Context: an optimization exercise on an open-source flow, tuned for small area, a short achievable clock period and few clock cycles per item. The choices shown serve that exercise and are no tape-out recipe.
Where RTL was checked, it was by simulation tests only, not by an equivalence proof against the original.
No functional check of the RTL was part of runs 1 to 4.
Power figures rest on the tool's default switching activity, not on a simulated workload.

===== flow/config.mk =====
export PLATFORM = sky130hd
export DESIGN_NAME = sk_unit
export DESIGN_NICKNAME = sk_unit
export VERILOG_FILES = /design/flow/design.v
export SDC_FILE = /design/flow/constraint.sdc
export NUM_CORES = 4
export LEC_CHECK = 0
export CAP_MARGIN = 40
export CORE_MARGIN = 2
export CORE_UTILIZATION = 45
export GPL_ROUTABILITY_DRIVEN = 1
export PLACE_DENSITY = 0.6
export SLEW_MARGIN = 40
export SYNTH_HIERARCHICAL = 1
export SYNTH_MINIMUM_KEEP_SIZE = 0

===== flow/constraint.sdc =====
create_clock -name core_clock -period 8.0 [get_ports {clk}]
set_input_delay 1.6000 -clock core_clock [delete_from_list [all_inputs] [get_ports {clk}]]
set_output_delay 1.6000 -clock core_clock [all_outputs]
set_load 0.01 [all_outputs]

===== flow/design.v =====
module sk_derive (
    input  wire [63:0] mk,
    input  wire [3:0]  idx,          
    input  wire [3:0]  idx2,         
    input  wire        sel,
    input  wire        en,
    output wire [63:0] sk
);
    function integer cum;             
        input integer r;
        begin
            case (r)
                0: cum = 1;   1: cum = 2;   2: cum = 4;   3: cum = 6;
                4: cum = 8;   5: cum = 10;  6: cum = 12;  7: cum = 14;
                8: cum = 15;  9: cum = 17;  10: cum = 19; 11: cum = 21;
                12: cum = 23; 13: cum = 25; 14: cum = 27; default: cum = 28;
            endcase
        end
    endfunction
    wire [3:0] i1 = sel ? idx : idx2;
    wire z  = (i1[1:0] == 2'd0);
    wire o  = (i1[1:0] == 2'd3);
    wire a0 = en & z & (i1[3:2] != 2'd0);
    wire a1 = en & z & (i1[3:2] == 2'd0);
    wire a2 = en & (i1[1:0] == 2'd1);
    wire a4 = en & (i1[1:0] == 2'd2);
    wire a6 = en & o & (i1[3:2] != 2'd3);
    wire a5 = en & o & (i1[3:2] == 2'd3);
    function [31:0] rotl;
        input [31:0] x;
        input integer c;
        integer b;
        begin
            for (b = 0; b < 32; b = b + 1)
                rotl[b] = x[(b - c + 64) % 32];
        end
    endfunction
    function [31:0] stage_a;
        input [31:0] x;
        input s0, s1, s2, s4, s5, s6;
        begin
            stage_a = ({32{s0}} & x)          | ({32{s1}} & rotl(x, 1)) |
                      ({32{s2}} & rotl(x, 2)) | ({32{s4}} & rotl(x, 4)) |
                      ({32{s5}} & rotl(x, 5)) | ({32{s6}} & rotl(x, 6));
        end
    endfunction
    function [31:0] stage_b;
        input [31:0] x;
        input [1:0]  g;
        begin
            case (g)
                2'd0: stage_b = x;
                2'd1: stage_b = rotl(x, 8);
                2'd2: stage_b = rotl(x, 15);
                default: stage_b = rotl(x, 23);
            endcase
        end
    endfunction
    wire [31:0] hrot = stage_b(stage_a(mk[63:32], a0, a1, a2, a4, a5, a6), i1[3:2]);
    wire [31:0] lrot = stage_b(stage_a(mk[31:0],  a0, a1, a2, a4, a5, a6), i1[3:2]);
    reg [17:0] k;
    integer q;
    always @(*) begin
        k = 18'd0;
        for (q = 0; q < 16; q = q + 1)
            if (en && i1 == q) k = 12345 * q;
    end
    wire [63:0] comb = {hrot, lrot};
    wire [63:0] perm;
    genvar i;
    generate
        for (i = 0; i < 64; i = i + 1) begin : g_bit
            assign perm[i] = comb[i] ^ comb[63 - i];
        end
    endgenerate
    wire [17:0] lo;
    wire        c18;
    sk_ks #(.N(18)) u_lo (.a(perm[17:0]), .b(k), .cin(1'b0), .sum(lo), .cout(c18));
    wire [45:0] ones;
    sk_andpre #(.N(46)) u_ones (.x({perm[62:18], 1'b1}), .y(ones));
    assign sk = {perm[63:18] ^ (ones & {46{c18}}), lo};
endmodule
module sk_andpre #(parameter integer N = 16) (
    input  wire [N-1:0] x,
    output reg  [N-1:0] y
);
    integer d, j;
    always @(*) begin
        y = x;
        for (d = 1; d < N; d = d * 2)
            for (j = N - 1; j >= d; j = j - 1)
                y[j] = y[j] & y[j - d];
    end
endmodule
module sk_div_mid #(parameter integer K = 8) (      
    input  wire [15:0]  rem_in,
    input  wire [K-1:0] bits,
    input  wire [15:0]  d,           
    input  wire [16:0]  m2,          
    input  wire [17:0]  m3,          
    output wire [15:0]  rem_out,
    output wire [K-1:0] q
);
    wire [15:0] r [0:K/2];
    assign r[0] = rem_in;
    genvar j;
    generate
        for (j = 0; j < K / 2; j = j + 1) begin : g_step
            wire [17:0] t = {r[j], bits[K-1-2*j], bits[K-2-2*j]};
            wire [17:0] s1, s2, s3;
            wire        ge1, ge2, ge3;                       
            sk_ks #(.N(18)) u_a1 (.a(t), .b(~{2'b00, d}), .cin(1'b0), .sum(s1), .cout(ge1));
            sk_ks #(.N(18)) u_a2 (.a(t), .b(~{1'b0, m2}), .cin(1'b0), .sum(s2), .cout(ge2));
            sk_ks #(.N(18)) u_a3 (.a(t), .b(~m3),         .cin(1'b0), .sum(s3), .cout(ge3));
            wire p3 = ge3, p2 = ge2 & ~ge3, p1 = ge1 & ~ge2, p0 = ~ge1;
            assign r[j+1] = ({16{p3}} & s3[15:0]) | ({16{p2}} & s2[15:0]) |
                            ({16{p1}} & s1[15:0]) | ({16{p0}} & t[15:0]);
            assign q[K-1-2*j] = ge2;
            assign q[K-2-2*j] = ge3 | (ge1 & ~ge2);
        end
    endgenerate
    assign rem_out = r[K/2];
endmodule
module sk_ks #(parameter integer N = 16) (
    input  wire [N-1:0] a,
    input  wire [N-1:0] b,
    input  wire         cin,
    output wire [N-1:0] sum,
    output wire         cout
);
    reg [N-1:0] g, p;
    integer d, i;
    always @(*) begin
        g = a & b;
        p = a ^ b;
        g[0] = g[0] | (p[0] & cin);
        for (d = 1; d < N; d = d * 2)
            for (i = N - 1; i >= d; i = i - 1) begin
                g[i] = g[i] | (p[i] & g[i - d]);
                p[i] = p[i] & p[i - d];
            end
    end
    assign sum  = a ^ b ^ {g[N-2:0], cin};
    assign cout = g[N-1];
endmodule
module sk_div_wide (
    input  wire [63:0] rem_in,
    input  wire        bit_in,
    input  wire [63:0] d,            
    output wire [63:0] rem_out
);
    wire [64:0] trial = {rem_in, bit_in};
    wire [64:0] sum;
    wire        ge;                                        
    sk_add #(.N(65)) u_add (.a(trial), .b({1'b1, ~d}), .cin(1'b0), .sum(sum), .cout(ge));
    assign rem_out = ge ? sum[63:0] : trial[63:0];
endmodule
module sk_add #(parameter integer N = 64) (
    input  wire [N-1:0] a,
    input  wire [N-1:0] b,
    input  wire         cin,
    output wire [N-1:0] sum,
    output wire         cout
);
    function integer top_pow2;       
        input integer n;
        begin
            top_pow2 = 1;
            while (top_pow2 * 2 < n) top_pow2 = top_pow2 * 2;
        end
    endfunction
    localparam integer DTOP = top_pow2(N);
    reg [N-1:0] g, p, p0;
    integer i, d;
    always @(*) begin
        p0 = a ^ b;
        g  = a & b;
        p  = p0;
        g[0] = g[0] | (p0[0] & cin);
        for (d = 1; d < N; d = d * 2)
            for (i = 2 * d - 1; i < N; i = i + 2 * d) begin
                g[i] = g[i] | (p[i] & g[i - d]);
                p[i] = p[i] & p[i - d];
            end
        for (d = DTOP; d >= 1; d = d / 2)
            for (i = 3 * d - 1; i < N; i = i + 2 * d) begin
                g[i] = g[i] | (p[i] & g[i - d]);
                p[i] = p[i] & p[i - d];
            end
    end
    assign sum  = p0 ^ {g[N-2:0], cin};
    assign cout = g[N-1];
endmodule
module sk_unit (
    input  wire         clk,
    input  wire         rst,           
    input  wire         cmd_valid,
    output wire         cmd_ready,
    input  wire [63:0]  cmd_word,
    input  wire [63:0]  key_in,
    input  wire [63:0]  min_in,
    input  wire [63:0]  max_in,
    input  wire [63:0]  px_in,
    input  wire [63:0]  now_us,
    output reg          done,
    output reg  [3:0]   errcode,
    output reg          init,
    output reg  [3:0]   cursor,
    output reg  [63:0]  master,
    output wire [63:0]  result,
    output reg  [63:0]  px_out,
    input  wire [3:0]   sk_idx,
    output wire [63:0]  subkey
);
    localparam integer KM   = 6;                        
    localparam integer NDIG = (64 + KM - 1) / KM;       
    localparam integer PAD  = KM * NDIG - 64;           
    localparam integer I1   = 1;                        
    localparam integer I2   = 2;
    localparam integer I3   = 3;
    localparam integer M1   = KM * I1 - PAD;            
    localparam integer M2   = KM * I2 - PAD;
    localparam integer M3   = KM * I3 - PAD;
    localparam integer MT   = ((9 + KM - 1 + PAD) / KM) * KM - PAD;   
    localparam integer MTT  = (MT > 9) ? MT - KM : MT;
    localparam integer W1   = 16;                       
    localparam integer W2   = 40;
    localparam integer W3   = 56;
    localparam integer W4   = 60;
    localparam [7:0] OP_INIT  = 8'h11;
    localparam [7:0] OP_INITT = 8'h12;
    localparam [7:0] OP_RAW   = 8'h13;
    localparam [7:0] OP_RANGE = 8'h14;
    localparam [7:0] OP_ROTL  = 8'h21;
    localparam [7:0] OP_BRX   = 8'h22;
    localparam [3:0] E_OK      = 4'd0;
    localparam [3:0] E_INVALID = 4'd1;
    localparam [3:0] E_NOINIT  = 4'd2;
    localparam [3:0] E_ILLEGAL = 4'd3;
    localparam [1:0] S_IDLE = 2'd0;
    localparam [1:0] S_RAW  = 2'd1;    
    localparam [1:0] S_DIV  = 2'd2;
    reg [1:0]    state;
    reg          is_t;                 
    reg          wide;                 
    reg [5:0]    cnt;                  
    reg [63:0]   base;                 
    reg [63:0]   rem;
    reg [63:0]   dm1;                  
    reg [17:0]   m3;                   
    reg [KM-1:0] nb;                   
    reg [63:0]   craw;                 
    wire idle = (state == S_IDLE);
    assign cmd_ready = idle;
    sk_add #(.N(64)) u_res (.a(base), .b(rem), .cin(1'b0), .sum(result), .cout());
    function [63:0] brx64;
        input [63:0] v;
        integer k;
        begin
            for (k = 0; k < 64; k = k + 1)
                brx64[k] = v[k] ^ v[63 - k];
        end
    endfunction
    wire [63:0] d_sk;
    sk_derive u_derive (.mk(master), .idx(sk_idx), .idx2(cursor), .sel(idle),
                        .en(init), .sk(d_sk));
    assign subkey = d_sk;
    wire [63:0] raw_value = brx64(d_sk);
    wire [7:0]  op  = cmd_word[7:0];
    wire [7:0]  sub = cmd_word[15:8];
    wire [15:0] imm = cmd_word[31:16];
    wire [31:0] rsv = cmd_word[63:32];
    wire base_ok  = (rsv == 32'd0) && (sub == 8'd0);
    wire plain    = base_ok && (imm == 16'd0);
    wire is_init  = plain && (op == OP_INIT);
    wire is_initt = plain && (op == OP_INITT);
    wire is_raw   = plain && (op == OP_RAW);
    wire is_range = plain && (op == OP_RANGE);
    wire is_brx   = plain && (op == OP_BRX);
    wire is_rotl  = base_ok && (op == OP_ROTL);
    wire legal    = is_init | is_initt | is_raw | is_range | is_brx | is_rotl;
    wire [64:0] diff;
    sk_ks #(.N(65)) u_diff (.a({max_in[63], max_in}), .b(~{min_in[63], min_in}), .cin(1'b1),
                            .sum(diff), .cout());
    wire range_bad = diff[64];
    wire shamt_bad = imm > 16'd32;
    reg [3:0] code;
    always @(*) begin
        if (!legal)                                code = E_ILLEGAL;
        else if ((is_raw || is_range) && !init)    code = E_NOINIT;
        else if (is_range && range_bad)           code = E_INVALID;
        else if (is_rotl && shamt_bad)            code = E_INVALID;
        else                                       code = E_OK;
    end
    wire ok = (code == E_OK);
    wire [63:0] rot_pair = {px_in[31:0], px_in[31:0]} << imm[4:0];    
    wire [63:0] d_new  = diff[63:0];
    wire        n_wide = |d_new[63:16];
    reg  [1:0]  n_skip;
    always @(*) begin
        if (n_wide)
            n_skip = (|d_new[63:W4]) ? 2'd3 : (|d_new[63:W3]) ? 2'd2 :
                     (|d_new[63:W2]) ? 2'd1 : 2'd0;
        else
            n_skip = (d_new[15:0] >= (1 << M3) - 1) ? 2'd3 :
                     (d_new[15:0] >= (1 << M2) - 1) ? 2'd2 :
                     (d_new[15:0] >= (1 << M1) - 1) ? 2'd1 : 2'd0;
    end
    wire [64+PAD:0] r_ext = {craw, 1'b0};
    function [KM-1:0] mdig;
        input integer c;
        mdig = r_ext[64 + PAD - KM * c -: KM];
    endfunction
    function [KM-1:0] wdig;
        input integer c;
        wdig = {craw[63 - c], {(KM-1){1'b0}}};
    endfunction
    reg [63:0]   rem_load;
    reg [5:0]    cnt_load;
    reg [KM-1:0] nb_load;
    always @(*) begin
        if (n_wide)
            case (n_skip)
                2'd0: begin rem_load = craw >> (64 - W1); cnt_load = W1; nb_load = wdig(W1); end
                2'd1: begin rem_load = craw >> (64 - W2); cnt_load = W2; nb_load = wdig(W2); end
                2'd2: begin rem_load = craw >> (64 - W3); cnt_load = W3; nb_load = wdig(W3); end
                default: begin rem_load = craw >> (64 - W4); cnt_load = W4; nb_load = wdig(W4); end
            endcase
        else
            case (n_skip)
                2'd0: begin rem_load = 64'd0;            cnt_load = 6'd0; nb_load = mdig(0);  end
                2'd1: begin rem_load = craw >> (64 - M1); cnt_load = I1;  nb_load = mdig(I1); end
                2'd2: begin rem_load = craw >> (64 - M2); cnt_load = I2;  nb_load = mdig(I2); end
                default: begin rem_load = craw >> (64 - M3); cnt_load = I3; nb_load = mdig(I3); end
            endcase
    end
    wire [5:0]   nxt = cnt + 6'd1;
    reg  [KM-1:0] nb_nx;
    always @(*) begin
        if (is_t)
            nb_nx = master[63 -: KM];
        else if (wide)
            nb_nx = {craw[~nxt], {(KM-1){1'b0}}};
        else
            nb_nx = r_ext[64 + PAD - KM * nxt[4:0] -: KM];
    end
    wire [15:0]   mid_rem;
    wire [KM-1:0] mid_q;
    sk_div_mid #(.K(KM)) u_mid (.rem_in(rem[15:0]), .bits(nb), .d(dm1[15:0]),
                                .m2({dm1[15:0], 1'b1}), .m3(m3),
                                .rem_out(mid_rem), .q(mid_q));
    wire [63:0] wide_rem;
    sk_div_wide u_wide (.rem_in(rem), .bit_in(nb[KM-1]), .d(dm1), .rem_out(wide_rem));
    wire last  = wide ? (cnt == 6'd63) : (cnt == NDIG - 1);
    wire in_div = (state == S_DIV);
    wire acc       = idle & cmd_valid;
    wire go_init   = acc & ok & is_init;
    wire go_initt  = acc & ok & is_initt;
    wire go_raw    = acc & ok & is_raw;
    wire go_range  = acc & ok & is_range;
    wire ld_range  = acc & is_range;                   
    wire fin_t     = in_div & is_t & last;             
    wire fin_r     = in_div & ~is_t & last;            
    wire step_mid = in_div & ~wide & ~fin_t;
    wire step_t   = in_div & is_t;                     
    reg  [63:0] rem_other, master_other;
    always @(*) begin
        rem_other = rem;
        if (go_init | go_raw | fin_t)  rem_other = 64'd0;
        else if (go_initt)             rem_other = now_us >> (64 - MTT);
        else if (go_range)             rem_other = rem_load;
        else if (in_div)               rem_other = wide_rem;
        master_other = master;
        if (go_init)                   master_other = key_in;
        else if (go_initt)             master_other = now_us << (MTT + KM);
    end
    always @(posedge clk) begin
        if (step_mid & ~rst) rem <= {48'd0, mid_rem};
        else                 rem <= rst ? 64'd0 : rem_other;
        if (step_t & ~rst)   master <= {master[63-KM:0], mid_q};
        else                 master <= rst ? 64'd0 : master_other;
    end
    always @(posedge clk) begin
        if (ld_range) begin
            dm1  <= d_new;
            m3   <= {2'b00, d_new[15:0]} + {1'b0, d_new[15:0], 1'b0} + 18'd2;
            wide <= n_wide;
            nb   <= nb_load;
            cnt  <= cnt_load;
            is_t <= 1'b0;
        end else if (go_initt) begin
            nb   <= now_us[63 - MTT -: KM];
            dm1  <= 64'd999;
            m3   <= 18'd2999;
            wide <= 1'b0;
            is_t <= 1'b1;
            cnt  <= (MTT + PAD) / KM;
        end else if (in_div) begin
            nb   <= nb_nx;
            cnt  <= cnt + 6'd1;
        end
    end
    always @(posedge clk) begin
        if (rst) begin
            state   <= S_IDLE;
            done    <= 1'b0;
            errcode <= 4'd0;
            init    <= 1'b0;
            cursor  <= 4'd0;
            base    <= 64'd0;
            px_out  <= 64'd0;
            craw    <= 64'd0;
        end else begin
            done <= 1'b0;
            case (state)
                S_IDLE: begin
                    if (cmd_valid) begin
                        errcode <= code;
                        if (go_raw) begin
                            base   <= craw;
                            cursor <= cursor + 4'd1;
                            state  <= S_RAW;
                        end else if (go_range) begin
                            base   <= min_in;
                            cursor <= cursor + 4'd1;
                            state  <= S_DIV;
                        end else if (go_initt) begin
                            state  <= S_DIV;
                        end else begin
                            done <= 1'b1;
                            if (go_init) begin
                                cursor <= 4'd0;
                                base   <= 64'd0;
                                craw   <= 64'd0;
                                init   <= 1'b1;
                            end
                            if (ok && is_rotl) px_out <= {32'd0, rot_pair[63:32]};
                            if (ok && is_brx)  px_out <= brx64(px_in);
                        end
                    end
                end
                S_RAW: begin
                    craw  <= raw_value;
                    done  <= 1'b1;
                    state <= S_IDLE;
                end
                default: begin
                    if (last) begin
                        done  <= 1'b1;
                        state <= S_IDLE;
                        if (is_t) begin
                            cursor <= 4'd0;
                            base   <= 64'd0;
                            craw   <= 64'd0;
                            init   <= 1'b1;
                        end else begin
                            craw   <= raw_value;
                        end
                    end
                end
            endcase
        end
    end
endmodule

===== flow/run.sh =====
#!/bin/bash
# synth_recipe.tcl (not shown) runs the flow's synth.tcl, then flattens the netlist and writes it again
# the make line also repeats each setting of config.mk as NAME=value (left out here)
make -C /OpenROAD-flow-scripts/flow DESIGN_CONFIG=/design/flow/config.mk WORK_HOME=/design/flow/orfs CLKGATE_MAP_FILE= SYNTH_SCRIPT=/design/flow/synth_recipe.tcl finish

==> impl_summary.txt, run 1 <==
----------------------------------------------------
[GRT]
  Maximum number of pins on one net before global-route repair ... 68
  Remaining global-route overflow ... 0
  Global-route wire length before repair ... 334800 microns
  Vias in the first global route ... 53950
  Initial antenna violation count ... 12
  Global routing usage summed across all routing layers ... between 30 and 40%

[Worst setup path]
  Crit end category ... register
  Data arrival at the endpoint of the critical path ... about 9 ns
  Worst R2R Path Depth ... 37
  CP most frequent cell ... sky130_fd_sc_hd__buf_6
  Slowest cell on crit path ... sky130_fd_sc_hd__fa_2
  Highest fanout seen on the critical path ... 6
  Critical Setup Path Class ... reg -> reg
  Required arrival time at the worst endpoint ... 8.39 ns
  Setup crit start kind ... register
  Worst stage delay on the critical path ... 0.38 ns

[Place]
  Area after detailed placement ... 65340 sq um
  Routability Congestion ... between 1 and 1.5
  Count of input and output buffers ... 655
  HPWL after detailed placement ... 181700 microns
  Worst slack after detailed placement ... -1.037 ns

[Clock network]
  Root buffer cell ... sky130_fd_sc_hd__clkbuf_16
  TritonCTS Sinks ... 393
  CTS buffer count ... 51
  Worst skew pair latency ... 0.66 ns
  Max Buffers Root-to-Sink ... 3
  TritonCTS clock tree ... yes
  H-tree lvl count ... 2
  Post-CTS clock slew at the launch and capture registers of the worst setup and hold paths ... around 0.07 ns

[Floorplan]
  Vert. Die Dim ... 338.0 microns
  Floorplan Core Area ... roughly 110000 sq um
  Standard-cell rows ... 122
  Effective utilization at floorplan ... 45.37%
  I/O Pins ... 658
  Width of the die ... ~340 microns
  Overall die area ... ~110000 sq um

[Logic synthesis]
  Synth Area per Inst ... approximately 8 sq um
  Number of synthesis warnings ... 14
  Cell count after synthesis ... 6096
  Combined area of all synthesized cells ... 50210 sq um

[Timing]
  Shortest period the worst path allows ... between 8 and 9 ns
  Clock Skews ... around 0.029 ns
  Setup-failing EPs final ... 21
  Total count of hold-check failures in the final report ... 0
  Smallest setup slack after layout ... -0.7016 ns
  Relative max-transition margin ... about a third
  Top achievable clock speed ... 114.9 MHz
  Actual transition at the worst max-transition pin ... 0.9764 ns
  RSZ-0062 raised after global routing ... yes
  Final number of max-transition violations ... 0
  Hold slack ... 0.4515 ns
  Final worst path period share ... 108.8%

[Power]
  Worst-case vdd ir drop ... 0.0001593 V
  Proportion of power drawn by the clock network ... 30.4%
  Relative contribution of sequential cells to total power ... 27.3%
  Net switching share of the total power ... 36.71%
  Comb pwr share ... 42.3%
  Cell Pwr Density ... 115.9 nW/um^2
  Leakage Power ... a little over 30 nW
  Switching power ... 2.946 mW
  Internal power ... 5.079 mW

[Route]
  Per-cell via count in the routed design ... 6.038
  Vias post-DR ... between 50000 and 60000
  Drt first-iter violations ... 5675
  Total iterations of the first detailed-routing run ... 9
  Remaining antenna violation count ... 0
  DR WL/cell ... 25.06 microns
  Final wirelength ... between 200000 and 250000 microns
  Residual DRC ... 0

[Min path]
  Hold Path Depth ... 2
  Hold Path Class ... reg -> reg

[Layout]
  End-of-flow core utilization ... 62.57%
  Area delta synth->final ... 37.93%
  Footprint of the multi-input gates ... between 30000 and 40000 sq um
  Post-route standard cell area excluding fillers ... 69250 sq um
  Share of layout cells above drive strength 1 ... around a quarter
  Count of filler cells inserted in the layout ... 9882
  Post-layout net count ... approximately 8500
  Sequential standard cell area ... 9627 sq um

[Outcome]
  Layout check failures ... setup timing
  Outcome ... failed layout checks

[Job]
  Max-cap viol count ... 0

----------------------------------------------------
-- final timing paths --
path              slack (ns)    endpoint  startpoint
hold reg to reg         0.45  px_out[54]  px_out[54]
setup reg to reg       -0.70      rem[9]      dm1[0]
setup / recovery       -0.70      rem[9]      dm1[0]
hold / removal          0.45  px_out[54]  px_out[54]
-- through the flow --
| step | instances | setup TNS, ns | power [mW] |
|---|---|---|---|
| finish | 9112 | -10.73 | 8.025 |
| global route | 9109 | -20.20 | 8.345 |
| CTS | 9076 | -8.122 | 7.945 |
| detailed placement | 8890 | -53.11 | 5.412 |
| global placement | 8888 | -46.91 | 5.393 |
| floorplan | 6119 | -0.1901 | 3.961 |
-- area by class of cell --
class                      instances  share of cell area [%]
multi-input combinational       4917                   56.02
timing repair buffer            1762                   22.42
sequential                       393                   13.90
tap                             1488                   2.689
inverter                         450                   2.452
clock buffer                      62                   1.995
clock inverter                    33                  0.4987
antenna                            7                 0.02530
-- sequential cells by signal, summed over array words and instances (netlist names), 2 cells and up --
name     flops
base        64
dm1         64
master      64
px_out      64
rem         64
craw        32
m3          17
cnt          6
nb           6
cursor       4
errcode      2
state        2
-- critical path: cells and delay by family, from the launching register on --
family | cells | cell delay (ns)
AOI/OAI and AO/OA | 23 | 5.55
adders and majority gates | 4 | 1.30
buffers and inverters | 9 | 1.04
DFF | 1 | 0.34
and+or+nand+nor | 1 | 0.17
-- placed cells by master (no fill, tap or decap), types with 35 or more instances in the layout --
master and count:
sky130_fd_sc_hd__buf_4 1024, sky130_fd_sc_hd__nand2_1 677, sky130_fd_sc_hd__clkdlybuf4s50_1 595, sky130_fd_sc_hd__a21oi_1 445, sky130_fd_sc_hd__inv_1 436, sky130_fd_sc_hd__ha_1 379, sky130_fd_sc_hd__o21ai_0 368, sky130_fd_sc_hd__nor2_1 317
sky130_fd_sc_hd__xnor2_1 293, sky130_fd_sc_hd__mux2i_1 263, sky130_fd_sc_hd__dfxtp_1 205, sky130_fd_sc_hd__edfxtp_1 174, sky130_fd_sc_hd__xor2_1 146, sky130_fd_sc_hd__a22oi_1 131, sky130_fd_sc_hd__nor3_1 123, sky130_fd_sc_hd__nand3_1 115
sky130_fd_sc_hd__a21o_1 108, sky130_fd_sc_hd__a211oi_1 105, sky130_fd_sc_hd__mux4_2 95, sky130_fd_sc_hd__fa_1 85, sky130_fd_sc_hd__o21ai_1 80, sky130_fd_sc_hd__and2_1 69, sky130_fd_sc_hd__mux2_4 66, sky130_fd_sc_hd__nand4_1 62
sky130_fd_sc_hd__a31oi_1 61, sky130_fd_sc_hd__buf_6 55, sky130_fd_sc_hd__clkbuf_16 54, sky130_fd_sc_hd__o221a_2 48, sky130_fd_sc_hd__a222oi_1 42, sky130_fd_sc_hd__nor2b_1 41, sky130_fd_sc_hd__buf_12 40, sky130_fd_sc_hd__mux2_2 35
-- routing by layer --
| layer | GRT usage, % | vias up | share of wire, % |
|---|---|---|---|
| met1 | 48.66 | 26466 | 40 |
| met5 | 0 | - | 0.046 |
| li1 | - | 25258 | - |
| met3 | 7.042 | 620 | 8.4 |
| met4 | 21.23 | 14 | 6.1 |
| met2 | 62.48 | 2662 | 46 |
-- power by group through the flow --
stage,sequential (mW),clock (mW),combinational (mW)
finish,2.19,2.44,3.39
detailed placement,2.23,0,3.18
floorplan,2.21,0,1.76
global placement,2.23,0,3.16
global route,2.19,2.53,3.63
CTS,2.19,2.46,3.30
-- repair_timing --
item,4_1_cts,5_1_grt
pin swaps,95,59
resized for setup,242,155
buffers inserted,88,34
setup endpoints to repair,70,67
gates cloned,8,0
hold buffers,0,0
==> run 2, diff against run 1 <==
--- a/flow/config.mk
+++ b/flow/config.mk
@@ -10,6 +10,7 @@
 export CORE_UTILIZATION = 45
 export GPL_ROUTABILITY_DRIVEN = 1
 export PLACE_DENSITY = 0.6
+export SETUP_SLACK_MARGIN = 0.3
 export SLEW_MARGIN = 40
 export SYNTH_HIERARCHICAL = 1
 export SYNTH_MINIMUM_KEEP_SIZE = 0
==> run 2 against run 1 <==
  * Routed wire length is 0.60% higher
  * Non-clock buffer count is 60 higher
  * Critical endpoint is now rem[3]
  * Via count is 1.3% higher
  * Sequential share of layout area is 0.28 points lower
  * Largest cell class unchanged
  * First-iteration DRC count is 2.6% higher
  * Critical path depth is 5 higher
  * Synthesized cell count stayed put
  * Clock skew is 0.010 ns higher
  * Flip-flop and latch count stayed put
  * The layout still fails its checks (setup timing)
  * Worst setup slack worse by 0.080 ns
==> impl_summary.txt, run 2 <==
----------------------------------------------------
[Floorplan]
  Effective utilization at floorplan ... about 45%
  Floorplan Core Area ... approximately 110000 sq um
  Overall die area ... about 110000 sq um
  Width of the die ... 338.0 microns
  Standard-cell rows ... 122
  I/O Pins ... 658
  Vert. Die Dim ... roughly 340 microns

[Timing]
  Final number of max-transition violations ... 0
  Setup TNS after final layout ... -18.04 ns
  Final worst path period share ... 109.8%
  Total count of hold-check failures in the final report ... 0
  Actual transition at the worst max-transition pin ... approximately 0.84 ns
  Shortest period the worst path allows ... 8.781 ns
  Top achievable clock speed ... 113.9 MHz
  Relative max-transition margin ... 43.81%
  Smallest setup slack after layout ... -0.7812 ns
  Clock Skews ... 0.03922 ns
  RSZ-0062 raised after global routing ... yes
  Setup-failing EPs final ... around 60

[Route]
  Drt first-iter violations ... between 5000 and 6000
  Total iterations of the first detailed-routing run ... 8
  Residual DRC ... 0
  Per-cell via count in the routed design ... 6.078
  Final wirelength ... 229700 microns
  Remaining antenna violation count ... 0
  Vias post-DR ... 55726
  DR WL/cell ... approximately 25 microns

[Worst setup path]
  Slack of the worst reg-to-reg path ... -0.78 ns
  Startpoint of the lowest-slack register-to-register path ... dm1[0]
  Startpoint of the worst setup timing path ... dm1[0]
  Number of logic stages on the critical path including buffering ... 42
  Kind of cell adding the most delay to the critical path ... compound AO/OA/AOI/OAI gates
  Reg-to-Reg End ... rem[3]
  Critical Setup Path Class ... reg -> reg
  Crit end category ... register
  Worst path bufs/invs ... 10
  Worst stage delay on the critical path ... 0.42 ns
  CP most frequent cell ... sky130_fd_sc_hd__buf_4
  Highest fanout seen on the critical path ... 6
  Required arrival time at the worst endpoint ... between 8 and 9 ns
  Worst R2R Path Depth ... 42
  Data arrival at the endpoint of the critical path ... about 9.2 ns
  Worst setup path end ... rem[3]
  Slowest cell on crit path ... sky130_fd_sc_hd__a222oi_1
  Setup crit start kind ... register

[Clock network]
  TritonCTS clock tree ... yes
  Post-CTS clock slew at the launch and capture registers of the worst setup and hold paths ... 0.08 ns
  Root buffer cell ... sky130_fd_sc_hd__clkbuf_16
  TritonCTS Sinks ... 393
  H-tree lvl count ... 2
  Worst skew pair latency ... slightly below 0.7 ns
  CTS buffer count ... 50
  CTS Hold Buffers Added ... 0
  Max Buffers Root-to-Sink ... 3

[Logic synthesis]
  Combined area of all synthesized cells ... 50210 sq um
  Number of synthesis warnings ... 14
  Cell count after synthesis ... 6096
  Synth Area per Inst ... 8.236 sq um

[Min path]
  Hold Path Depth ... 2
  Hold Path Class ... reg -> reg

[Outcome]
  Layout check failures ... setup timing
  Outcome ... failed layout checks

[Layout]
  Most common cell after layout, fill and taps aside ... sky130_fd_sc_hd__buf_4
  Most frequent cells in the layout ... 1060 x sky130_fd_sc_hd__buf_4, 643 x sky130_fd_sc_hd__nand2_1, 591 x sky130_fd_sc_hd__clkdlybuf4s50_1
  Area delta synth->final ... 40.62%
  Share of layout cells above drive strength 1 ... approximately a quarter
  Post-layout net count ... 8522
  Post-route standard cell area excluding fillers ... 70600 sq um

[GRT]
  Maximum number of pins on one net before global-route repair ... 65
  Initial antenna violation count ... 10
  Global routing usage summed across all routing layers ... around two fifths
  Remaining global-route overflow ... 0
  Vias in the first global route ... 53531
  Global-route wire length before repair ... 334400 microns

[Place]
  Area after detailed placement ... between 60000 and 70000 sq um
  Routability Congestion ... 1.063
  HPWL after detailed placement ... 180500 microns
  Count of input and output buffers ... 655

[Power]
  Worst-case vdd ir drop ... 0.0001395 V
  Cell Pwr Density ... between 100 and 150 nW/um^2
  Leakage Power ... 31.44 nW

[Job]
  Max-cap viol count ... 0

----------------------------------------------------
## run 2: where the power goes
group	total, mW	internal, mW	switching (mW)
Clock	2.54	1.48	1.06
Sequential	2.20	2.12	0.0813
Combinational	3.45	1.63	1.83
## run 2: per-stage QoR
stage / std cells / worst slack (ns) / util [%] / hold slack, ns / power (mW)
after global placement: 8909 / -0.9294 / 59.07 / 0.4340 / 5.403
final: 9169 / -0.7812 / 63.79 / 0.4567 / 8.189
after floorplan: 6119 / -0.1140 / - / 0.4250 / 3.962
after CTS: 9106 / -0.7256 / 62.81 / 0.4557 / 8.071
after detailed placement: 8912 / -1.054 / 59.14 / 0.4451 / 5.427
after global routing: 9169 / -1.096 / 63.79 / 0.4653 / 8.503
## run 2: area by class of cell
| type | instances | area (sq um) |
|---|---|---|
| Clock inverter | 28 | 412.9 |
| Sequential cell | 393 | 9620 |
| Tap cell | 1488 | 1862 |
| Multi-Input combinational cell | 4918 | 39530 |
| Inverter | 450 | 1693 |
| Timing Repair Buffer | 1822 | 16100 |
| Clock buffer | 65 | 1371 |
| Antenna cell | 5 | 12.51 |
| Fill cell | 9575 | 40070 |
## run 2: worst min path at each step
stage                           from  slack, ns    endpoint
after floorplan              base[0]       0.43     base[0]
after global placement    px_out[51]       0.43  px_out[51]
after detailed placement  px_out[39]       0.45  px_out[39]
after CTS                    base[9]       0.46     base[9]
after global routing         base[3]       0.47     base[3]
final                        base[3]       0.46     base[3]
## run 2: tightest hold or removal path: cells and delay by family, from the launching register on
kind            cells  cell delay (ns)
simple gates        1             0.05
flops               1             0.31
compound gates      1             0.05
## run 2: routing by layer
metal | GRT usage [%] | wire length, microns | vias to the layer above
li1 | - | - | 25365
met1 | 48.84 | 90060 | 26600
met2 | 62.23 | 103700 | 3026
met3 | 6.945 | 20250 | 725
met4 | 21.27 | 15610 | 10
met5 | 0 | 69 | -
## run 2: what timing repair did
action | CTS | global route
pin swaps | 109 | 92
gates resized for setup | 480 | 108
endpoints found under the setup margin | 76 | 72
setup buffers | 92 | 55
gates cloned | 9 | 3
==> run 3, diff against run 2 <==
--- a/flow/design.v
+++ b/flow/design.v
@@ -109,9 +109,9 @@
             wire [17:0] t = {r[j], bits[K-1-2*j], bits[K-2-2*j]};
             wire [17:0] s1, s2, s3;
             wire        ge1, ge2, ge3;                       
-            sk_ks #(.N(18)) u_a1 (.a(t), .b(~{2'b00, d}), .cin(1'b0), .sum(s1), .cout(ge1));
-            sk_ks #(.N(18)) u_a2 (.a(t), .b(~{1'b0, m2}), .cin(1'b0), .sum(s2), .cout(ge2));
-            sk_ks #(.N(18)) u_a3 (.a(t), .b(~m3),         .cin(1'b0), .sum(s3), .cout(ge3));
+            sk_ks #(.N(18), .T(1)) u_a1 (.a(t), .b(~{2'b00, d}), .cin(1'b0), .sum(s1), .cout(ge1));
+            sk_ks #(.N(18), .T(1)) u_a2 (.a(t), .b(~{1'b0, m2}), .cin(1'b0), .sum(s2), .cout(ge2));
+            sk_ks #(.N(18), .T(1)) u_a3 (.a(t), .b(~m3),         .cin(1'b0), .sum(s3), .cout(ge3));
             wire p3 = ge3, p2 = ge2 & ~ge3, p1 = ge1 & ~ge2, p0 = ~ge1;
             assign r[j+1] = ({16{p3}} & s3[15:0]) | ({16{p2}} & s2[15:0]) |
                             ({16{p1}} & s1[15:0]) | ({16{p0}} & t[15:0]);
@@ -121,27 +121,71 @@
     endgenerate
     assign rem_out = r[K/2];
 endmodule
-module sk_ks #(parameter integer N = 16) (
+module sk_ks #(parameter integer N = 16, parameter integer T = 0) (
     input  wire [N-1:0] a,
     input  wire [N-1:0] b,
     input  wire         cin,
     output wire [N-1:0] sum,
     output wire         cout
 );
-    reg [N-1:0] g, p;
-    integer d, i;
-    always @(*) begin
-        g = a & b;
-        p = a ^ b;
-        g[0] = g[0] | (p[0] & cin);
-        for (d = 1; d < N; d = d * 2)
-            for (i = N - 1; i >= d; i = i - 1) begin
-                g[i] = g[i] | (p[i] & g[i - d]);
-                p[i] = p[i] & p[i - d];
+    function integer clog2;
+        input integer n;
+        begin
+            clog2 = 0;
+            while ((1 << clog2) < n) clog2 = clog2 + 1;
+        end
+    endfunction
+    localparam integer L  = clog2(N);
+    localparam integer NL = (T == 2) ? 2 * L - 1 : L;    
+    function integer partner;
+        input integer l, i;
+        integer d;
+        begin
+            partner = -1;
+            if (T == 0) begin
+                if (i >= (1 << l)) partner = i - (1 << l);
+            end else if (T == 1) begin
+                if ((i >> l) & 1) partner = ((i >> (l + 1)) << (l + 1)) + (1 << l) - 1;
+            end else begin
+                if (l < L) begin                          
+                    d = 1 << l;
+                    if (((i + 1) % (2 * d)) == 0) partner = i - d;
+                end else begin                            
+                    d = 1 << (2 * L - 2 - l);
+                    if (((i + 1) % (2 * d)) == d && i >= 3 * d - 1) partner = i - d;
+                end
             end
-    end
-    assign sum  = a ^ b ^ {g[N-2:0], cin};
-    assign cout = g[N-1];
+        end
+    endfunction
+    wire [N-1:0] g [0:NL];
+    wire [N-1:0] p [0:NL];
+    wire [N-1:0] p0 = a ^ b;
+    assign g[0] = (a & b) | {{(N-1){1'b0}}, p0[0] & cin};
+    assign p[0] = p0;
+    genvar l, i;
+    generate
+        for (l = 0; l < NL; l = l + 1) begin : g_lvl
+            for (i = 0; i < N; i = i + 1) begin : g_node
+                if (partner(l, i) >= 0) begin : g_op
+                    sk_gp u_gp (.gh(g[l][i]), .ph(p[l][i]),
+                                .gl(g[l][partner(l, i)]), .pl(p[l][partner(l, i)]),
+                                .g(g[l+1][i]), .p(p[l+1][i]));
+                end else begin : g_pass
+                    assign g[l+1][i] = g[l][i];
+                    assign p[l+1][i] = p[l][i];
+                end
+            end
+        end
+    endgenerate
+    assign sum  = p0 ^ {g[NL][N-2:0], cin};
+    assign cout = g[NL][N-1];
+endmodule
+module sk_gp (
+    input  wire gh, ph, gl, pl,
+    output wire g, p
+);
+    assign g = gh | (ph & gl);
+    assign p = ph & pl;
 endmodule
 module sk_div_wide (
     input  wire [63:0] rem_in,
@@ -280,7 +324,7 @@
     wire is_rotl  = base_ok && (op == OP_ROTL);
     wire legal    = is_init | is_initt | is_raw | is_range | is_brx | is_rotl;
     wire [64:0] diff;
-    sk_ks #(.N(65)) u_diff (.a({max_in[63], max_in}), .b(~{min_in[63], min_in}), .cin(1'b1),
+    sk_ks #(.N(65), .T(2)) u_diff (.a({max_in[63], max_in}), .b(~{min_in[63], min_in}), .cin(1'b1),
                             .sum(diff), .cout());
     wire range_bad = diff[64];
     wire shamt_bad = imm > 16'd32;
==> flow/config.mk (replaced) <==
export PLATFORM = sky130hd
export DESIGN_NAME = sk_unit
export DESIGN_NICKNAME = sk_unit
export VERILOG_FILES = /design/flow/design.v
export SDC_FILE = /design/flow/constraint.sdc
export NUM_CORES = 4
export LEC_CHECK = 0
export CAP_MARGIN = 20
export CORE_MARGIN = 2
export CORE_UTILIZATION = 45
export GPL_ROUTABILITY_DRIVEN = 1
export GPL_TIMING_DRIVEN = 0
export PLACE_DENSITY = 0.6
export SLEW_MARGIN = 20
export SYNTH_HIERARCHICAL = 1
export SYNTH_MINIMUM_KEEP_SIZE = 0
==> run 3 against run 2 <==
  * The layout still fails its checks (setup timing)
  * Worst setup slack better by 0.70 ns
  * Sequential power is 2% higher
  * Cell area is 8.9% lower
  * Critical endpoint is now subkey[61]
==> impl_summary.txt, run 3 <==
----------------------------------------------------
[Place]
  HPWL after detailed placement ... between 150000 and 200000 microns
  Routability Congestion ... 1.034
  Placed cell count ... around 7700
  Area after detailed placement ... between 50000 and 60000 sq um
  Count of input and output buffers ... 648

[Power]
  Relative contribution of sequential cells to total power ... 29.8%
  Worst-case vdd ir drop ... 0.0001645 V
  Leakage Power ... 29.69 nW
  Internal power ... 4.805 mW
  Net switching share of the total power ... 36.32%
  Proportion of power drawn by the clock network ... 31.0%
  Comb pwr share ... between 30% and 40%
  Post-layout total power ... about 7.5 mW
  Cell Pwr Density ... 117.3 nW/um^2
  Switching power ... 2.741 mW

[Route]
  Remaining antenna violation count ... 0
  Vias post-DR ... 50213
  DR WL/cell ... 28.56 microns
  Drt first-iter violations ... ~5700
  Total iterations of the first detailed-routing run ... 9
  Final wirelength ... 229800 microns
  Per-cell via count in the routed design ... around 6.2
  Residual DRC ... 0

[GRT]
  Initial antenna violation count ... 26
  Vias in the first global route ... between 40000 and 50000
  Maximum number of pins on one net before global-route repair ... 49
  Global routing usage summed across all routing layers ... about two fifths
  Global-route wire length before repair ... 326400 microns
  Remaining global-route overflow ... 0

[Min path]
  Hold Path Class ... reg -> reg

[Timing]
  RSZ-0062 raised after global routing ... yes
  Final worst path period share ... 101.0%
  Top achievable clock speed ... 123.8 MHz
  Final number of max-transition violations ... 0
  Smallest setup slack after layout ... -0.08067 ns
  Hold slack ... between 0.4 and 0.5 ns
  Total count of hold-check failures in the final report ... 0
  Shortest period the worst path allows ... 8.081 ns
  Setup-failing EPs final ... 30
  Clock Skews ... 0.05658 ns
  Actual transition at the worst max-transition pin ... about 1.3 ns
  Relative max-transition margin ... ~16%

[Clock network]
  Max Buffers Root-to-Sink ... 3
  H-tree lvl count ... 2
  Worst skew pair latency ... 0.69 ns
  Root buffer cell ... sky130_fd_sc_hd__clkbuf_16
  TritonCTS clock tree ... yes
  CTS buffer count ... between 40 and 50
  TritonCTS Sinks ... 393
  CTS Hold Buffers Added ... 0
  Post-CTS clock slew at the launch and capture registers of the worst setup and hold paths ... 0.06 ns

[Logic synthesis]
  Synth Area per Inst ... 8.892 sq um
  Number of synthesis warnings ... 15
  Cell count after synthesis ... 5586
  Combined area of all synthesized cells ... 49670 sq um

[Worst setup path]
  Slowest cell on crit path ... sky130_fd_sc_hd__nor4_2
  Crit end category ... output pin
  Worst stage delay on the critical path ... between 0.4 and 0.5 ns
  Required arrival time at the worst endpoint ... 6.40 ns
  Cells traversed along the worst timing path ... clkdlybuf4s50_1 > mux2_2 > buf_6 > nor2_4 > buf_8 > mux2_2 > a222oi_1 > buf_4 > a22oi_2 > xnor2_2 > mux2i_4 > nand2_2 > buf_4 > nor4_2 > nand3_1 > clkbuf_1 > nor3_1 > nand2_1 > xnor2_2 > dlygate4sd2_1
  Highest fanout seen on the critical path ... 10
  Critical Setup Path Class ... in -> out
  Data arrival at the endpoint of the critical path ... 6.48 ns
  Setup crit start kind ... input pin

[Outcome]
  Outcome ... failed layout checks
  Layout check failures ... setup timing

[Floorplan]
  I/O Pins ... 658
  Overall die area ... 113100 sq um
  Standard-cell rows ... 121
  Floorplan Core Area ... ~110000 sq um
  Width of the die ... 336.2 microns
  Vert. Die Dim ... roughly 340 microns
  Effective utilization at floorplan ... 45.50%

[Layout]
  Area delta synth->final ... 29.53%
  Post-layout net count ... 7395
  Most common cell after layout, fill and taps aside ... sky130_fd_sc_hd__clkdlybuf4s50_1
  Share of layout cells above drive strength 1 ... 18.03%
  Most frequent cells in the layout ... 594 x sky130_fd_sc_hd__clkdlybuf4s50_1, 519 x sky130_fd_sc_hd__a21o_1, 454 x sky130_fd_sc_hd__nand2_1
  Post-route standard cell area excluding fillers ... 64340 sq um
  Final instance count without filler cells ... 8047

[Job]
  Max-cap viol count ... 0

----------------------------------------------------
==> run 3: final cells by class <==
class | instances | area (sq um)
clock inverters | 23 | 265.3
fillers | 9907 | 44820
clock buffers | 68 | 1385
well taps | 1476 | 1847
repair buffers | 862 | 8165
flip-flops and latches | 393 | 9609
inverters | 345 | 1304
multi-input cells | 4545 | 39840
plain buffers | 324 | 1896
diodes | 11 | 27.53
==> run 3: path summary, 6_finish.rpt <==
check | cells after the start | startpoint | endpoint | slack [ns]
setup / recovery | 20 | sk_idx[3] | subkey[61] | -0.08
hold reg to reg | 2 | px_out[24] | px_out[24] | 0.45
setup reg to reg | 32 | nb[4] | rem[1] | 0.11
hold / removal | 2 | px_out[24] | px_out[24] | 0.45
==> run 3: metrics by stage <==
stage / setup TNS (ns) / setup slack [ns] / utilization (%)
6_report: -1.275 / -0.08067 / 58.94
5_1_grt: -4.744 / -0.1872 / 58.93
4_1_cts: -0.1687 / -0.05748 / 57.30
3_3_place_gp: -233.89 / -1.849 / 53.22
3_5_place_dp: -145.03 / -1.976 / 53.34
2_1_floorplan: 0 / 0.3817 / -
==> run 3: metal layers <==
layer	track usage (%)	vias to the layer above	wire [microns]
met4	17.93	24	12310
met2	61.54	2721	102800
met5	0	-	162
met1	50.18	24564	93320
met3	8.800	614	21260
li1	-	22290	-
==> run 3: worst max-delay path, delay by kind of cell <==
kind	cells	cell delay, ns
compound gates	2	0.37
buf+inv	7	1.74
xor+xnor	2	0.40
simple gates	6	1.40
mux	3	0.94
==> run 3: repair_timing <==
action	in CTS	in global routing
setup buffers	114	92
cloned	0	3
hold endpoints to repair	0	0
endpoints found under the setup margin	106	114
pin swaps	73	101
resized for setup	427	224
==> run 3: power groups by stage <==
stage / Clock [mW] / Sequential, mW / Combinational (mW)
finish: 2.34 / 2.25 / 2.95
global route: 2.43 / 2.24 / 3.14
CTS: 2.35 / 2.24 / 2.71
detailed placement: 0 / 2.29 / 2.48
global placement: 0 / 2.30 / 2.46
floorplan: 0 / 2.22 / 1.57
==> run 4, diff against run 3 <==
--- a/flow/design.v
+++ b/flow/design.v
@@ -82,15 +82,38 @@
 endmodule
 module sk_andpre #(parameter integer N = 16) (
     input  wire [N-1:0] x,
-    output reg  [N-1:0] y
+    output wire [N-1:0] y
 );
-    integer d, j;
-    always @(*) begin
-        y = x;
-        for (d = 1; d < N; d = d * 2)
-            for (j = N - 1; j >= d; j = j - 1)
-                y[j] = y[j] & y[j - d];
-    end
+    function integer clog2;
+        input integer n;
+        begin
+            clog2 = 0;
+            while ((1 << clog2) < n) clog2 = clog2 + 1;
+        end
+    endfunction
+    localparam integer L = clog2(N);
+    wire [N-1:0] v [0:L];
+    assign v[0] = x;
+    genvar l, i;
+    generate
+        for (l = 0; l < L; l = l + 1) begin : g_lvl
+            for (i = 0; i < N; i = i + 1) begin : g_node
+                if ((i >> l) & 1) begin : g_op
+                    sk_and2 u_and (.a(v[l][i]), .b(v[l][((i >> (l + 1)) << (l + 1)) + (1 << l) - 1]),
+                                   .y(v[l+1][i]));
+                end else begin : g_pass
+                    assign v[l+1][i] = v[l][i];
+                end
+            end
+        end
+    endgenerate
+    assign y = v[L];
+endmodule
+module sk_and2 (
+    input  wire a, b,
+    output wire y
+);
+    assign y = a & b;
 endmodule
 module sk_div_mid #(parameter integer K = 8) (      
     input  wire [15:0]  rem_in,
==> flow/config.mk (replaced) <==
export PLATFORM = sky130hd
export DESIGN_NAME = sk_unit
export DESIGN_NICKNAME = sk_unit
export VERILOG_FILES = /design/flow/design.v
export SDC_FILE = /design/flow/constraint.sdc
export NUM_CORES = 4
export LEC_CHECK = 0
export CAP_MARGIN = 40
export CORE_MARGIN = 2
export CORE_UTILIZATION = 45
export GPL_ROUTABILITY_DRIVEN = 1
export PLACE_DENSITY = 0.6
export SLEW_MARGIN = 40
export SYNTH_HIERARCHICAL = 1
export SYNTH_MINIMUM_KEEP_SIZE = 0
==> run 4 against run 3 <==
  * Now clean on timing, DRC and antenna
  * Cell area increased by 1.8%
  * Register-to-register slack better by 0.12 ns
  * Non-clock buffer count is 258 higher
  * Clock power is essentially flat
  * Synthesized cell count rose by 4.0%
  * Maximum frequency up 2.8%
  * Area after synthesis rose by 1.5%
  * Sequential share of layout area is 0.24 points lower
  * Routed wire length down 5.5%
  * Flip-flop and latch count did not move
  * Via count grew 0.81%
  * Critical endpoint is now subkey[25]
  * Largest cell class unchanged
  * Largest power group unchanged
==> impl_summary.txt, run 4 <==
----------------------------------------------------
[Min path]
  Hold Path Depth ... 2
  Hold path start ... px_out[46]
  Endpoint with the worst hold slack ... px_out[46]
  Hold Path Class ... reg -> reg

[Worst setup path]
  Highest fanout seen on the critical path ... 46
  Setup crit start kind ... input pin
  Critical Setup Path Class ... in -> out
  Reg-to-Reg End ... rem[2]
  Required arrival time at the worst endpoint ... 6.40 ns
  Worst R2R Path Depth ... 36
  Slack of the worst reg-to-reg path ... 0.23 ns
  Startpoint of the lowest-slack register-to-register path ... rem[3]
  Crit end category ... output pin
  Data arrival at the endpoint of the critical path ... 6.26 ns

[Place]
  HPWL after detailed placement ... ~180000 microns
  Worst slack after detailed placement ... -0.3747 ns
  Area after detailed placement ... 63460 sq um
  Count of input and output buffers ... 655
  Routability Congestion ... roughly 1
  Placed cell count ... 8402

[Timing]
  Setup-failing EPs final ... 0
  RSZ-0062 raised after global routing ... yes
  Setup TNS after final layout ... 0 ns
  Top achievable clock speed ... 127.2 MHz
  Clock Skews ... 0.06296 ns
  Final worst path period share ... between 90% and 100%
  Total count of hold-check failures in the final report ... 0
  Smallest setup slack after layout ... 0.1371 ns
  Relative max-transition margin ... 35.29%
  Shortest period the worst path allows ... 7.863 ns
  Actual transition at the worst max-transition pin ... 0.9694 ns
  Final number of max-transition violations ... 0

[Logic synthesis]
  Synth Area per Inst ... around 8.7 sq um
  Number of synthesis warnings ... 15
  Combined area of all synthesized cells ... a little over 50000 sq um
  Cell count after synthesis ... 5811

[Floorplan]
  Effective utilization at floorplan ... 45.45%
  Floorplan Core Area ... 111000 sq um
  I/O Pins ... roughly 660
  Width of the die ... ~340 microns
  Standard-cell rows ... 122
  Overall die area ... 114800 sq um
  Vert. Die Dim ... between 300 and 400 microns

[GRT]
  Global routing usage summed across all routing layers ... a little over a third
  Remaining global-route overflow ... 0
  Maximum number of pins on one net before global-route repair ... 77
  Vias in the first global route ... 49891
  Global-route wire length before repair ... 319500 microns
  Initial antenna violation count ... 21

[Clock network]
  CTS buffer count ... 49
  Root buffer cell ... sky130_fd_sc_hd__clkbuf_16
  H-tree lvl count ... 2
  Max Buffers Root-to-Sink ... 3
  TritonCTS clock tree ... yes
  CTS Hold Buffers Added ... 0
  Post-CTS clock slew at the launch and capture registers of the worst setup and hold paths ... roughly 0.060 ns
  Worst skew pair latency ... between 0.6 and 0.7 ns
  TritonCTS Sinks ... roughly 390

[Layout]
  Final instance count without filler cells ... 8520
  Area delta synth->final ... 29.81%
  Count of filler cells inserted in the layout ... 10151
  Share of layout cells above drive strength 1 ... between 10% and 20%
  End-of-flow core utilization ... 59.00%
  Most frequent cells in the layout ... 757 x sky130_fd_sc_hd__buf_4, 601 x sky130_fd_sc_hd__clkdlybuf4s50_1, 564 x sky130_fd_sc_hd__a21o_1
  Post-layout net count ... 7847
  Post-route standard cell area excluding fillers ... 65480 sq um
  Most common cell after layout, fill and taps aside ... sky130_fd_sc_hd__buf_4

[Route]
  DR WL/cell ... 25.48 microns
  Residual DRC ... 0
  Total iterations of the first detailed-routing run ... 10
  Per-cell via count in the routed design ... slightly below 6
  Drt first-iter violations ... 5042
  Remaining antenna violation count ... 0
  Final wirelength ... 217100 microns
  Vias post-DR ... 50618

[Outcome]
  Outcome ... timing/DRC/antenna clean

[Job]
  Max-cap viol count ... 0

[Power]
  Cell Pwr Density ... 114.6 nW/um^2
  Leakage Power ... 32.31 nW
  Worst-case vdd ir drop ... 0.0001618 V

----------------------------------------------------
run 4: cell count changes in the layout (fill, tap and decap cells not counted), sizes merged, moves of 32 or more:
cell / before / now
clkbuf: 271 / 81
and2: 334 / 466
buf: 349 / 793
xor2: 342 / 308
a22o: 51 / 19
o2bb2ai: 39 / 3
nand2: 463 / 539
mux2i: 335 / 285
a21oi: 244 / 306
o21ai: 216 / 307
a22oi: 143 / 76
run 4: area by class of cell:
type | count | area, sq um | area share [%]
Multi-Input combinational cell | 4745 | 38170 | 58.30
Timing Repair Buffer | 1444 | 12830 | 19.59
Sequential cell | 393 | 9624 | 14.70
Tap cell | 1488 | 1862 | 2.843
Clock buffer | 80 | 1567 | 2.393
Inverter | 339 | 1274 | 1.945
Clock inverter | 12 | 100.1 | 0.1529
Antenna cell | 19 | 47.55 | 0.07262
run 4: how the worst max path moves through the flow:
stage / cells past startpoint / endpoint / slack [ns] / from
3_3_place_gp: 21 / subkey[63] / -0.41 / sk_idx[3]
4_1_cts: 19 / subkey[16] / 0.006 / sk_idx[0]
5_1_grt: 19 / subkey[25] / -0.11 / sk_idx[3]
6_report: 21 / subkey[25] / 0.14 / sk_idx[3]
3_5_place_dp: 21 / subkey[61] / -0.37 / sk_idx[3]
2_1_floorplan: 34 / rem[12] / 0.58 / nb[4]
run 4: metal layers:
metal	share of wire, %	vias up	wire length [microns]	global-route usage [%]
li1	-	23316	-	-
met1	39	24305	84800	44.30
met2	47	2417	102500	61.72
met3	7.5	576	16270	5.243
met4	6.2	4	13530	19.76
met5	0.012	-	27	0
run 4: through the flow:
| step | hold WS (ns) | total power [mW] |
|---|---|---|
| 3_3_place_gp | 0.4342 | 5.137 |
| 5_1_grt | 0.4642 | 7.812 |
| 4_1_cts | 0.4489 | 7.471 |
| 6_report | 0.4497 | 7.502 |
| 3_5_place_dp | 0.4405 | 5.158 |
| 2_1_floorplan | 0.4250 | 3.790 |
run 4: report_power, final:
group,total (mW),switching [mW],internal [mW],leakage [nW]
Combinational,2.98,1.54,1.44,28.2
Sequential,2.20,0.0867,2.12,3.34
Clock,2.32,0.974,1.34,0.814
Total,7.50,2.60,4.90,32.3
run 4: critical path, stage by stage:
cell and delay (ns):
sky130_fd_sc_hd__dlygate4sd2_1 0.33, sky130_fd_sc_hd__buf_4 0.18, sky130_fd_sc_hd__mux2i_4 0.20, sky130_fd_sc_hd__buf_12 0.14, sky130_fd_sc_hd__nand2_8 0.13, sky130_fd_sc_hd__mux2_1 0.36
sky130_fd_sc_hd__a222oi_1 0.32, sky130_fd_sc_hd__a22oi_1 0.16, sky130_fd_sc_hd__buf_4 0.19, sky130_fd_sc_hd__xnor2_1 0.12, sky130_fd_sc_hd__mux2i_1 0.26, sky130_fd_sc_hd__ha_1 0.31
sky130_fd_sc_hd__a21o_1 0.19, sky130_fd_sc_hd__a21o_1 0.19, sky130_fd_sc_hd__a21o_1 0.16, sky130_fd_sc_hd__a21o_1 0.17, sky130_fd_sc_hd__a21o_1 0.18, sky130_fd_sc_hd__buf_12 0.18
sky130_fd_sc_hd__nand2_1 0.09, sky130_fd_sc_hd__xor2_1 0.19, sky130_fd_sc_hd__clkdlybuf4s50_1 0.56
run 4: what timing repair did:
item	in CTS	in global routing
endpoints found under the setup margin	47	71
gates resized for setup	32	72
setup buffers	0	6
pin swaps	1	13
==> run 5, diff against run 4 <==
--- a/flow/design.v
+++ b/flow/design.v
@@ -122,7 +122,9 @@
     input  wire [16:0]  m2,          
     input  wire [17:0]  m3,          
     output wire [15:0]  rem_out,
-    output wire [K-1:0] q
+    output wire [K-1:0] q,
+    output wire [63:0]  last_c,      
+    output wire [3:0]   last_p
 );
     wire [15:0] r [0:K/2];
     assign r[0] = rem_in;
@@ -140,6 +142,10 @@
                             ({16{p1}} & s1[15:0]) | ({16{p0}} & t[15:0]);
             assign q[K-1-2*j] = ge2;
             assign q[K-2-2*j] = ge3 | (ge1 & ~ge2);
+            if (j == K / 2 - 1) begin : g_last
+                assign last_c = {s3[15:0], s2[15:0], s1[15:0], t[15:0]};
+                assign last_p = {p3, p2, p1, p0};
+            end
         end
     endgenerate
     assign rem_out = r[K/2];
@@ -412,10 +418,13 @@
             nb_nx = r_ext[64 + PAD - KM * nxt[4:0] -: KM];
     end
     wire [15:0]   mid_rem;
+    wire [63:0]   mid_c;
+    wire [3:0]    mid_p;
     wire [KM-1:0] mid_q;
     sk_div_mid #(.K(KM)) u_mid (.rem_in(rem[15:0]), .bits(nb), .d(dm1[15:0]),
                                 .m2({dm1[15:0], 1'b1}), .m3(m3),
-                                .rem_out(mid_rem), .q(mid_q));
+                                .rem_out(mid_rem), .q(mid_q),
+                                .last_c(mid_c), .last_p(mid_p));
     wire [63:0] wide_rem;
     sk_div_wide u_wide (.rem_in(rem), .bit_in(nb[KM-1]), .d(dm1), .rem_out(wide_rem));
     wire last  = wide ? (cnt == 6'd63) : (cnt == NDIG - 1);
@@ -441,9 +450,14 @@
         if (go_init)                   master_other = key_in;
         else if (go_initt)             master_other = now_us << (MTT + KM);
     end
+    wire        sm       = step_mid & ~rst;
+    wire [3:0]  sel_mid  = mid_p & {4{sm}};
+    wire [63:0] rem_keep = rst ? 64'd0 : rem_other;
+    wire [15:0] rem_lo   = ({16{sel_mid[3]}} & mid_c[63:48]) | ({16{sel_mid[2]}} & mid_c[47:32]) |
+                           ({16{sel_mid[1]}} & mid_c[31:16]) | ({16{sel_mid[0]}} & mid_c[15:0]) |
+                           ({16{~sm}} & rem_keep[15:0]);
     always @(posedge clk) begin
-        if (step_mid & ~rst) rem <= {48'd0, mid_rem};
-        else                 rem <= rst ? 64'd0 : rem_other;
+        rem <= {rem_keep[63:16] & {48{~sm}}, rem_lo};
         if (step_t & ~rst)   master <= {master[63-KM:0], mid_q};
         else                 master <= rst ? 64'd0 : master_other;
     end
==> run 5 against run 4 <==
  * Still clean on timing, DRC and antenna
  * Worst setup slack better by 0.028 ns
  * Critical path type unchanged
  * Power down 16%
  * Die area fell by 0.81%
==> impl_summary.txt, run 5 <==
----------------------------------------------------
[Power]
  Relative contribution of sequential cells to total power ... 35.1%
  Net switching share of the total power ... roughly 33%
  Proportion of power drawn by the clock network ... between 30% and 40%
  Comb pwr share ... 27.5%
  Leakage Power ... 31.89 nW
  Internal power ... 4.222 mW
  Switching power ... 2.058 mW
  Cell Pwr Density ... 97.77 nW/um^2
  Worst-case vdd ir drop ... 0.0001283 V

[Worst setup path]
  Kind of cell adding the most delay to the critical path ... buffers and inverters
  Data arrival at the endpoint of the critical path ... 6.23 ns
  Crit end category ... output pin
  Cells traversed along the worst timing path ... clkdlybuf4s50_1 > mux2_4 > buf_4 > nand2_4 > buf_12 > mux2i_1 > o221a_2 > mux2i_1 > nor3b_1 > or3_1 > ha_1 > and2_1 > a21o_1 > a21o_1 > a21o_1 > a21o_2 > clkbuf_16 > nand2_1 > xnor2_1 > dlygate4sd2_1
  Slowest cell on crit path ... sky130_fd_sc_hd__clkdlybuf4s50_1
  CP most frequent cell ... sky130_fd_sc_hd__a21o_1
  Setup crit start kind ... input pin
  Critical Setup Path Class ... in -> out
  Worst stage delay on the critical path ... 0.46 ns
  Highest fanout seen on the critical path ... 25
  Worst path bufs/invs ... 5
  Required arrival time at the worst endpoint ... 6.40 ns

[Timing]
  Final worst path period share ... 97.93%
  Actual transition at the worst max-transition pin ... ~0.97 ns
  Top achievable clock speed ... around 130 MHz
  Smallest setup slack after layout ... ~0.17 ns
  Hold slack ... around 0.46 ns
  Final number of max-transition violations ... 0
  Shortest period the worst path allows ... 7.834 ns
  Relative max-transition margin ... 35.22%
  RSZ-0062 raised after global routing ... yes
  Setup-failing EPs final ... 0
  Total count of hold-check failures in the final report ... 0
  Clock Skews ... 0.05102 ns

[Route]
  DR WL/cell ... 24.03 microns
  Final wirelength ... 203300 microns
  Remaining antenna violation count ... 0
  Per-cell via count in the routed design ... 5.886
  Drt first-iter violations ... between 4000 and 5000
  Residual DRC ... 0
  Total iterations of the first detailed-routing run ... 8
  Vias post-DR ... 49784

[Floorplan]
  Width of the die ... 337.4 microns
  Effective utilization at floorplan ... 45.26%
  Standard-cell rows ... around 120
  Floorplan Core Area ... roughly 110000 sq um
  Overall die area ... 113800 sq um
  I/O Pins ... 658
  Vert. Die Dim ... about 340 microns

[Clock network]
  Post-CTS clock slew at the launch and capture registers of the worst setup and hold paths ... ~0.060 ns
  H-tree lvl count ... 2
  Worst skew pair latency ... between 0.6 and 0.7 ns
  CTS buffer count ... 50
  Root buffer cell ... sky130_fd_sc_hd__clkbuf_16
  TritonCTS clock tree ... yes
  TritonCTS Sinks ... 393
  Max Buffers Root-to-Sink ... 3

[GRT]
  Maximum number of pins on one net before global-route repair ... about 120
  Vias in the first global route ... between 40000 and 50000
  Remaining global-route overflow ... 0
  Global routing usage summed across all routing layers ... 34.36%
  Initial antenna violation count ... 8
  Global-route wire length before repair ... 299200 microns

[Place]
  HPWL after detailed placement ... 160100 microns
  Worst slack after detailed placement ... -0.2196 ns
  Routability Congestion ... 0.9758
  Count of input and output buffers ... 655

[Logic synthesis]
  Number of synthesis warnings ... 15
  Cell count after synthesis ... 5890
  Combined area of all synthesized cells ... about 50000 sq um
  Synth Area per Inst ... 8.493 sq um

[Layout]
  Sequential standard cell area ... 9454 sq um
  Footprint of the multi-input gates ... roughly 38000 sq um
  Post-layout net count ... 7800
  Area delta synth->final ... 28.39%
  Most common cell after layout, fill and taps aside ... sky130_fd_sc_hd__nand2_1
  Share of layout cells above drive strength 1 ... between 10% and 20%
  Count of filler cells inserted in the layout ... 10311
  Most frequent cells in the layout ... 727 x sky130_fd_sc_hd__nand2_1, 643 x sky130_fd_sc_hd__buf_4, 596 x sky130_fd_sc_hd__clkdlybuf4s50_1

[Outcome]
  Outcome ... timing/DRC/antenna clean

[Job]
  Max-cap viol count ... 0

[Min path]
  Hold Path Class ... reg -> reg

----------------------------------------------------
[run 5: cell count changes in the layout (fill, tap and decap cells not counted), sizes merged, moves of 17 or more]
| cell | before | now |
|---|---|---|
| a211oi | 50 | 25 |
| a21o | 570 | 542 |
| a22oi | 76 | 96 |
| a31oi | 39 | 77 |
| buf | 793 | 685 |
| dlygate4sd2 | 28 | 8 |
| nand2 | 539 | 732 |
| nand3 | 65 | 48 |
| nor2 | 194 | 163 |
| o21ai | 307 | 244 |
| o2bb2ai | 3 | 32 |
[run 5: layer usage]
| layer | global-route usage [%] | vias up | share of wire (%) | wire length [microns] |
|---|---|---|---|---|
| li1 | - | 23120 | - | - |
| met1 | 46.29 | 24044 | 43 | 86750 |
| met2 | 55.81 | 2233 | 46 | 93030 |
| met3 | 5.363 | 381 | 7.8 | 15870 |
| met4 | 11.88 | 6 | 3.7 | 7579 |
| met5 | 0 | - | 0.020 | 41 |
[run 5: worst paths after layout]
path	endpoint	slack (ns)	startpoint	cells after the start
worst min register to register	px_out[15]	0.46	px_out[15]	2
worst max-delay path	subkey[59]	0.17	sk_idx[3]	20
worst min-delay path	px_out[15]	0.46	px_out[15]	2
worst max register to register	rem[12]	0.28	nb[5]	34
[run 5: power groups by stage]
stage	combinational [mW]	clock (mW)	sequential [mW]
final	1.73	2.35	2.20
after global routing	1.85	2.45	2.20
after CTS	1.70	2.38	2.20
after detailed placement	1.69	0	2.24
after global placement	1.68	0	2.24
after floorplan	0.919	0	2.20
[run 5: timing repair]
item / CTS / global route
pin swaps: 1 / 5
endpoints found under the setup margin: 49 / 72
buffers inserted: 2 / 5
gates cloned: 0 / 1
hold buffers: 0 / 0
endpoints found under the hold margin: 0 / 0
resized for setup: 36 / 79
[run 5: worst register-to-register path: cells and delay by family (launching register included)]
kind	cells	cell delay, ns
simple gates	8	1.37
compound gates	16	3.72
fa+ha+maj	3	0.88
buf+inv	7	1.08
flops	1	0.55
[run 5: final cells by class]
cell class                      instances  area share [%]
Multi-Input combinational cell       4805           58.87
Sequential cell                       393           14.72
Tap cell                             1488           2.899
Antenna cell                            4         0.01558
Inverter                              337           1.971
Clock buffer                           71           2.308
Timing Repair Buffer                 1337           18.92
Clock inverter                         23          0.3039
[run 5: through the flow]
stage | total power [mW] | TNS, ns | cell area, sq um | util (%) | std cells
floorplan | 3.117 | 0 | 50110 | - | 5912
global placement | 3.918 | -7.695 | 62180 | 56.26 | 8352
detailed placement | 3.928 | -5.354 | 62210 | 56.29 | 8352
CTS | 6.276 | 0 | 63960 | 57.87 | 8448
global route | 6.501 | -0.03583 | 64230 | 58.11 | 8457
finish | 6.279 | 0 | 64230 | 58.12 | 8458
Testbench counts of run 5, summed over its fixed seeds: cycles 17,942, items 2,400.

## re-timing with driven ports
No port has a modelled driver above. Below, the same layouts with a new extraction and two added sets of constraints.
Step 1 sets driving cells, clkbuf_16 on the clock port and buf_2 on the other inputs (assumed; they add their load-dependent delay and slew).
Step 2 times the ports against the registers' clock, not the clock port: input delays grow and output delays shrink by t, the midpoint of the rising clock arrivals with the driver on.
Slacks: no drivers / after step 1 / after step 2; pairs: no drivers / after step 1.
run	t, ns	setup slack, ns	hold slack, ns	latest minus earliest clock arrival (ns)
run 1	0.728	-0.702 / -0.702 / -0.702	0.451 / 0.451 / 0.451	0.031 / 0.031
run 2	0.738	-0.781 / -0.781 / -0.781	0.457 / 0.457 / 0.457	0.039 / 0.039
run 3	0.742	-0.081 / -0.115 / -0.433	0.452 / 0.452 / 0.452	0.068 / 0.068
run 4	0.701	0.137 / 0.119 / -0.024	0.450 / 0.450 / 0.450	0.063 / 0.063
run 5	0.738	0.166 / 0.109 / 0.061	0.456 / 0.456 / 0.456	0.051 / 0.051
With both steps, setup timing fails in run 4, where it was met with ideal ports. For run 3, which loses most, drivers alone change the setup slack by -0.034 ns; drivers and shift together by -0.352 ns.
